This design comes from an exercise in tuning for small area, a short achievable clock period and few clock cycles on the open sky130 flow, not from production work.
At most, simulation tests tie the RTL to the original design; equivalence was not proved.
Power is estimated from default activity; no workload was simulated.

== run 1 ==
// pool_tx
module pool_tx (
    input  wire       clk,
    input  wire       rst,
    input  wire       cmd_valid,
    output wire       cmd_ready,
    input  wire [2:0] cmd_op,
    input  wire [7:0] cmd_data,
    output reg        rsp_valid,
    output reg  [1:0] rsp_status,
    output reg        rsp_page_done,
    output reg        tx_valid,
    output reg  [7:0] tx_data,
    output reg        tx_last,
    input  wire       tx_ready
);
Settings: LEC_CHECK=0, CAP_MARGIN=20, CORE_MARGIN=2, CORE_UTILIZATION=60, CTS_CLUSTER_DIAMETER=65, CTS_CLUSTER_SIZE=30, SLEW_MARGIN=20; clock period 12.0 ns.
standard.sh (not shown) runs the stock make flow with config.mk's settings and CLKGATE_MAP_FILE= SYNTH_SCRIPT=/design/flow/synth_recipe.tcl, a recipe that flattens the netlist after the stock synthesis.
==> flow/flow/run.sh <==
#!/bin/bash
# The standard layout (standard.sh: the standard flow's synthesis, floorplan, placement,
# CTS and routing, unchanged), with two placement/repair knobs:
#  - ports are buffered with buf_4 cells rather than the default choice;
set -euo pipefail
export SETUP_SLACK_MARGIN=8.4
export BUFFER_PORTS_ARGS="-buffer_cell sky130_fd_sc_hd__buf_4"
bash standard.sh > standard.log 2>&1
Run 1: done, clean on timing, DRC and antenna
Testbench counts of run 1, summed over its fixed seeds: cycles 51,443.
diff inputs: run 1 => run 2
Settings: changing CTS_CLUSTER_DIAMETER from 65 to 50.
- Run 2: flow completed, timing, DRC and antenna clean
- Compared with run 1, in run 2 fraction of power consumed by the clock network rose by 4.3 points; XOR/XNOR share of the synthesized area flat; net switching power climbed 11%; overall fraction of global-route tracks in use rose 0.19 points.
- Run 2 drops more vias than run 1.
- Delta (run 2 minus run 1): worst supply voltage drop on vdd increased by 0.019 mV relative to the old numbers; setup slack did not really move; worst hold slack now smaller; final worst-path cycle share held steady.


v14:
pool_tx, a different RTL version from the one above (not shown whole).
Size: ~7700 cells after synthesis, roughly 4700 flip-flops, ~30 I/O pins.
clock: 12.0 ns
lec_check: 0
abc_area: 1
cap_margin: 20
core_margin: 2
core_utilization: 60
cts_cluster_diameter: 80
cts_cluster_size: 30
slew_margin: 20
Scripts as last shown in full above: flow/flow/run.sh
v14: flow completed, timing, DRC and antenna clean
Testbench counts of v14, summed over its fixed seeds: cycles 51,443.
Here is what was changed in the inputs of v11 compared with v14.
Settings: a change of SLEW_MARGIN from 20 to 0; a deleted ABC_AREA that had been 1; a change of CAP_MARGIN from 20 to 0.
## What came out
- Number of well taps: v11 vs v14 identical
- Going from v14 to v11, fraction of area in registers shrinks by 0.24 points.
- Changes observed in v11 relative to v14: die area flat; design area higher; number of global-route vias before repair shows a reduction of 3067; multiplexer share of the synthesized area higher.
- Number of buffers inserted by hold repair at cts came out exactly the same in v11 and v14.
- In v11, the clock share of power came out 1.6 points above the value in v14.
- When v11 is set beside v14, its final wirelength turns out to be 2.3 mm larger.
- Relative to v14, v11 degrades peak ir drop on the vdd network.


pool_tx again, from the RTL that the note above started with.
Settings: LEC_CHECK=0, CAP_MARGIN=20, CORE_MARGIN=2, CORE_UTILIZATION=70, CTS_CLUSTER_DIAMETER=80, CTS_CLUSTER_SIZE=30, SLEW_MARGIN=20; clock period 12.0 ns.
Scripts as last shown in full above: flow/flow/run.sh
The baseline finished with timing, DRC and antenna clean.
Testbench counts at the start, summed over its fixed seeds: cycles 51,443.
Then changed:
CORE_UTILIZATION = 60   (was 70)
CTS_CLUSTER_DIAMETER = 100   (was 80)
What happened: The changed run ran to the end with no violations. Fmax stays flat. Die area is higher by about 16%. Register-to-register slack loses 0.02 ns. Cell area barely changes. Worst hold slack is about the same. Core utilization goes down by 11 points. Area after synthesis stays the same. Combinational power climbs by about 2%.
Then changed:
CTS_CLUSTER_DIAMETER = 50   (was 100)
- The new run produced a clean layout
- design area rose by 2.9%
- routed wire length went up by 0.88%
- via count climbs by 1.1%
- first-iteration DRC count falls by 0.58%


Another version of the RTL of pool_tx (not shown whole).
Size: roughly 4500 flip-flops, ~30 I/O pins, ~0.10 sq mm of cells after synthesis.
Design pool_tx, start of the top module:
module pool_tx (
    input  wire       clk,
    input  wire       rst,
    input  wire       cmd_valid,
    output wire       cmd_ready,
    input  wire [2:0] cmd_op,
    input  wire [7:0] cmd_data,
    output reg        rsp_valid,
    output reg  [1:0] rsp_status,
    output reg        rsp_page_done,
    output reg        tx_valid,
    output reg  [7:0] tx_data,
    output reg        tx_last,
    input  wire       tx_ready
);
Settings: LEC_CHECK=0, CAP_MARGIN=20, CORE_MARGIN=2, CORE_UTILIZATION=75, CTS_CLUSTER_DIAMETER=50, CTS_CLUSTER_SIZE=30, SLEW_MARGIN=20; clock period 12.0 ns.
Scripts as last shown in full above: flow/flow/run.sh
Testbench counts at the start, summed over its fixed seeds: cycles 77,774.
Then changed:
CORE_UTILIZATION = 60   (was 75)
Result: The new run finished clean. Wire length is lower by 15%. Global-route usage went down by 8.2 points. Final cell count goes up by 6.1%. Total power is higher by 0.53%. Synthesized cell count stays the same. Fmax barely changes. Via count shrinks by 3.4%. Worst setup slack is better by 0.0049 ns. Core utilization drops by 16 points.


pool_tx, a different RTL version from the one above (not shown whole).
For scale: roughly 5700 cells after synthesis, about 4500 flip-flops, ~30 I/O pins, ~100000 um^2 of cells after synthesis.
// pool_tx
module pool_tx (
    input  wire       clk,
    input  wire       rst,
    input  wire       cmd_valid,
    output wire       cmd_ready,
    input  wire [2:0] cmd_op,
    input  wire [7:0] cmd_data,
    output reg        rsp_valid,
    output reg  [1:0] rsp_status,
    output reg        rsp_page_done,
    output reg        tx_valid,
    output reg  [7:0] tx_data,
    output reg        tx_last,
    input  wire       tx_ready
);
Settings: LEC_CHECK=0, CAP_MARGIN=20, CORE_MARGIN=2, CORE_UTILIZATION=45, CTS_CLUSTER_DIAMETER=50, CTS_CLUSTER_SIZE=30, SLEW_MARGIN=20; clock period 12.0 ns.
Scripts as last shown in full above: flow/flow/run.sh
Edit:
CORE_UTILIZATION = 60   (was 45)
Effect:
- The new run went through all stages and came out clean
- cell area came out lower slightly
- die area came out lower by a quarter to a third
- fmax grows slightly
- utilization grows by 16 points
Function was not checked in any run of this note: the RTL went through the layout flow alone.

-- static timing again, ports no longer ideal --
The flow's constraints put no driver on any port. The routed layouts listed below were extracted and timed again, unchanged, in two steps. Step 1 sets driving cells, clkbuf_16 on the clock port and buf_2 on the other inputs (assumed; they add their load-dependent delay and slew). Step 2 moves the port delays by t, midway between the first and last clock arrival at a register: inputs arrive t later, outputs are due t later. That takes back most of the time a late clock gives input paths. Slacks: no drivers / after step 1 / after step 2; pairs: no drivers / after step 1.
| run | t (ns) | slack for setup (ns) | cell pins on the clock port's net |
|---|---|---|---|
| run 1 | 0.927 | 8.249 / 8.170 / 7.445 | 1 |
| run 2 | 0.954 | 8.252 / 8.172 / 7.403 | 1 |
| v14 | 0.923 | 8.203 / 8.117 / 7.548 | 1 |
| v11 | 0.925 | 8.279 / 8.188 / 7.566 | 1 |
| the first run of note 3 | 0.939 | 8.263 / 8.175 / 7.479 | 1 |
| the second run of note 3 | 0.933 | 8.261 / 8.178 / 7.513 | 1 |
| the third run of note 3 | 0.955 | 8.241 / 8.155 / 7.510 | 1 |
| the first run of note 4 | 0.902 | 8.289 / 8.209 / 7.687 | 1 |
| the second run of note 4 | 0.909 | 8.294 / 8.210 / 7.752 | 1 |
| the first run of note 5 | 0.935 | 8.047 / 7.960 / 7.642 | 1 |
| the second run of note 5 | 0.922 | 8.072 / 7.989 / 7.657 | 1 |
After both steps every run listed still meets setup and hold. The setup slack of run 2, which loses most, moves by -0.080 ns with the drivers and by -0.849 ns with both steps.
